Source: an optimization exercise on an open RTL-to-GDS flow (aim: small area and few clock cycles). Production flows keep margins and buffers that such runs may drop. Only simulation tests tie the RTL to the original design; equivalence was not proved. Power is estimated from default activity; no workload was simulated.

==> flow/design.v (excerpt) <==
module nf5_stream (
    input  wire        clk,
    input  wire        rst,
    input  wire        cfg_we,
    input  wire [15:0] cfg_port,
    input  wire        frm_valid,
    output wire        frm_ready,
    input  wire [1:0]  frm_entry,
    input  wire [15:0] frm_len,
    input  wire        in_valid,
    output wire        in_ready,
    input  wire [7:0]  in_data,
    output wire        rec_valid,
    output wire [31:0] rec_src_addr,
    output wire [31:0] rec_dst_addr,
    output wire [31:0] rec_next_hop,
    output wire [15:0] rec_input_if,
    output wire [15:0] rec_output_if,
    output wire [31:0] rec_packets,
    output wire [31:0] rec_octets,
    output wire [31:0] rec_first_ms,
    output wire [31:0] rec_last_ms,
    output wire [15:0] rec_src_port,
    output wire [15:0] rec_dst_port,
    output wire [7:0]  rec_tcp_flags,
    output wire [7:0]  rec_protocol,
    output wire [7:0]  rec_tos,
    output wire [15:0] rec_src_as,
    output wire [15:0] rec_dst_as,
    output wire [7:0]  rec_src_mask,
    output wire [7:0]  rec_dst_mask,
    output wire        done,
    output reg  [3:0]  status,
    output reg  [2:0]  err_stage,
    output wire [31:0] err_a,
    output wire [31:0] err_b,
    output wire [31:0] err_c,
    output wire [15:0] hdr_count,
    output wire [31:0] hdr_sys_uptime_ms,
    output wire [31:0] hdr_unix_secs,
    output wire [31:0] hdr_unix_nsecs,
    output wire [31:0] hdr_flow_seq,
    output wire [7:0]  hdr_engine_type,
    output wire [7:0]  hdr_engine_id,
    output wire [15:0] hdr_sampling_interval,
    output wire [63:0] boot_time_ns
);
For scale: roughly 1,700 cells after synthesis, ~650 flip-flops.
Settings: LEC_CHECK=0, CAP_MARGIN=5, CORE_MARGIN=2, CORE_UTILIZATION=50, PLACE_DENSITY=0.7, SLEW_MARGIN=5; clock period 11.0 ns.
standard.sh (not shown) runs the stock make flow with config.mk's settings and CLKGATE_MAP_FILE= SYNTH_SCRIPT=/design/flow/synth_recipe.tcl, a recipe that flattens the netlist after the stock synthesis.
==> flow/flow/run.sh <==
#!/bin/bash
set -euo pipefail
W=$(pwd)
export BUFFER_PORTS_ARGS="-buffer_cell sky130_fd_sc_hd__buf_1"
export SKIP_REPAIR_TIE_FANOUT=1
export REMOVE_ABC_BUFFERS=1
export SYNTH_OPERATIONS_ARGS="-extra-map $W/flow/lcu_ripple.v"
export CTS_ARGS="-sink_clustering_enable -repair_clock_nets -dont_use_dummy_load -buf_list sky130_fd_sc_hd__clkbuf_4 -sink_clustering_size 10 -sink_clustering_max_diameter 40"
{
  head -n 1 synth_recipe.tcl
  cat <<EOT
proc abc {args} {
  set i [lsearch \$args -script]
  if {\$i >= 0} { set args [lreplace \$args [expr {\$i + 1}] [expr {\$i + 1}] $W/flow/abc_area.script] }
  yosys abc {*}\$args
}
EOT
  tail -n +2 synth_recipe.tcl
} > area_synth.tcl
sed "s#SYNTH_SCRIPT=[^ ]*#SYNTH_SCRIPT=$W/area_synth.tcl ADDER_MAP_FILE=#" standard.sh > area_standard.sh
grep -q "SYNTH_SCRIPT=$W/area_synth.tcl ADDER_MAP_FILE= " area_standard.sh
bash area_standard.sh > standard.log 2>&1
==> flow/flow/abc_area.script <==
strash
dc2
dch -f
amap
strash
dc2
dch -f
amap
strash
dc2
dch -f
amap
==> flow/flow/lcu_ripple.v <==
// Ripple-carry implementation of yosys's $lcu (carry look-ahead unit), for an
// area-oriented synthesis: CO[i] = G[i] | (P[i] & CO[i-1]), CO[-1] = CI.
(* techmap_celltype = "$lcu" *)
module _lcu_ripple (P, G, CI, CO);
    parameter WIDTH = 2;
    (* force_downto *)
    input [WIDTH-1:0] P, G;
    input CI;
    (* force_downto *)
    output [WIDTH-1:0] CO;
    wire [WIDTH:0] c;
    assign c[0] = CI;
    genvar i;
    generate
        for (i = 0; i < WIDTH; i = i + 1) begin : stage
            assign c[i+1] = G[i] | (P[i] & c[i]);
        end
    endgenerate
    assign CO = c[WIDTH:1];
endmodule
Testbench counts at the start, summed over its fixed seeds: cycles 148,380.
==> next run, changes <==
--- a/flow/flow/run.sh
+++ b/flow/flow/run.sh
@@ -6,5 +6,5 @@
 export REMOVE_ABC_BUFFERS=1
 export SYNTH_OPERATIONS_ARGS="-extra-map $W/flow/lcu_ripple.v"
-export CTS_ARGS="-sink_clustering_enable -repair_clock_nets -dont_use_dummy_load -buf_list sky130_fd_sc_hd__clkbuf_4 -sink_clustering_size 10 -sink_clustering_max_diameter 40"
+export CTS_ARGS="-sink_clustering_enable -repair_clock_nets -dont_use_dummy_load -buf_list sky130_fd_sc_hd__clkbuf_4 -sink_clustering_size 9 -sink_clustering_max_diameter 35"
 {
   head -n 1 synth_recipe.tcl
=> Global-route usage stays flat; synthesized area does not change; design area rises by 0.37%; via count goes up by 0.49%; die area stays the same; routed wire length barely changes; final cell count came out higher by 0.55%; first-iteration DRC count decreases by 1.6%.
==> next run, changes <==
--- a/flow/flow/run.sh
+++ b/flow/flow/run.sh
@@ -4,5 +4,4 @@
 export BUFFER_PORTS_ARGS="-buffer_cell sky130_fd_sc_hd__buf_1"
 export SKIP_REPAIR_TIE_FANOUT=1
-export REMOVE_ABC_BUFFERS=1
 export SYNTH_OPERATIONS_ARGS="-extra-map $W/flow/lcu_ripple.v"
 export CTS_ARGS="-sink_clustering_enable -repair_clock_nets -dont_use_dummy_load -buf_list sky130_fd_sc_hd__clkbuf_4 -sink_clustering_size 9 -sink_clustering_max_diameter 35"
Synthesized area stays the same; die area does not change; routed wire length came out higher by 6.1%.
==> next run, changes <==
--- a/flow/flow/run.sh
+++ b/flow/flow/run.sh
@@ -4,5 +4,4 @@
 export BUFFER_PORTS_ARGS="-buffer_cell sky130_fd_sc_hd__buf_1"
 export SKIP_REPAIR_TIE_FANOUT=1
-export SYNTH_OPERATIONS_ARGS="-extra-map $W/flow/lcu_ripple.v"
 export CTS_ARGS="-sink_clustering_enable -repair_clock_nets -dont_use_dummy_load -buf_list sky130_fd_sc_hd__clkbuf_4 -sink_clustering_size 9 -sink_clustering_max_diameter 35"
 {
removed: flow/flow/lcu_ripple.v
The changed run produced a clean layout.
Via count came out higher by 1.1%.
Fmax grows by 5.5%.
Final area barely changes.
Wire length went up by 2.1%.
Register-to-register slack improves by 470 ps.
Hold slack is worse by 42 ps.
Utilization hardly moves.
Sequential power hardly moves.
Sequential share of layout area fell by 0.16 points.

==> afterwards: timing with drivers on the ports <==
How much do the figures lean on ideal ports? The routed layouts below were timed once more, with nothing changed but the port constraints. Step 1 (the two cells are an assumption about what drives the block):
set clk [get_ports {clk}]
set_driving_cell -lib_cell sky130_fd_sc_hd__clkbuf_16 $clk
set_driving_cell -lib_cell sky130_fd_sc_hd__buf_2 [delete_from_list [all_inputs] $clk]
Step 2 also shifts input and output timing later by t, the mid clock arrival at the registers, as if the neighbouring blocks saw the same clock. Three values: ideal ports, drivers, drivers and shift; two values: the first two.
run	t, ns	setup WS [ns]	worst setup path at the end	worst register clock-pin slew, ns
the first run	0.856	1.910 / 1.910 / 1.910	register to register	0.12 / 0.12
the second run	0.897	1.867 / 1.867 / 1.867	register to register	0.10 / 0.10
the third run	0.889	1.939 / 1.939 / 1.939	register to register	0.10 / 0.10
the fourth run	0.891	2.411 / 2.411 / 2.411	register to register	0.10 / 0.10
After both steps every run listed still meets setup and hold.
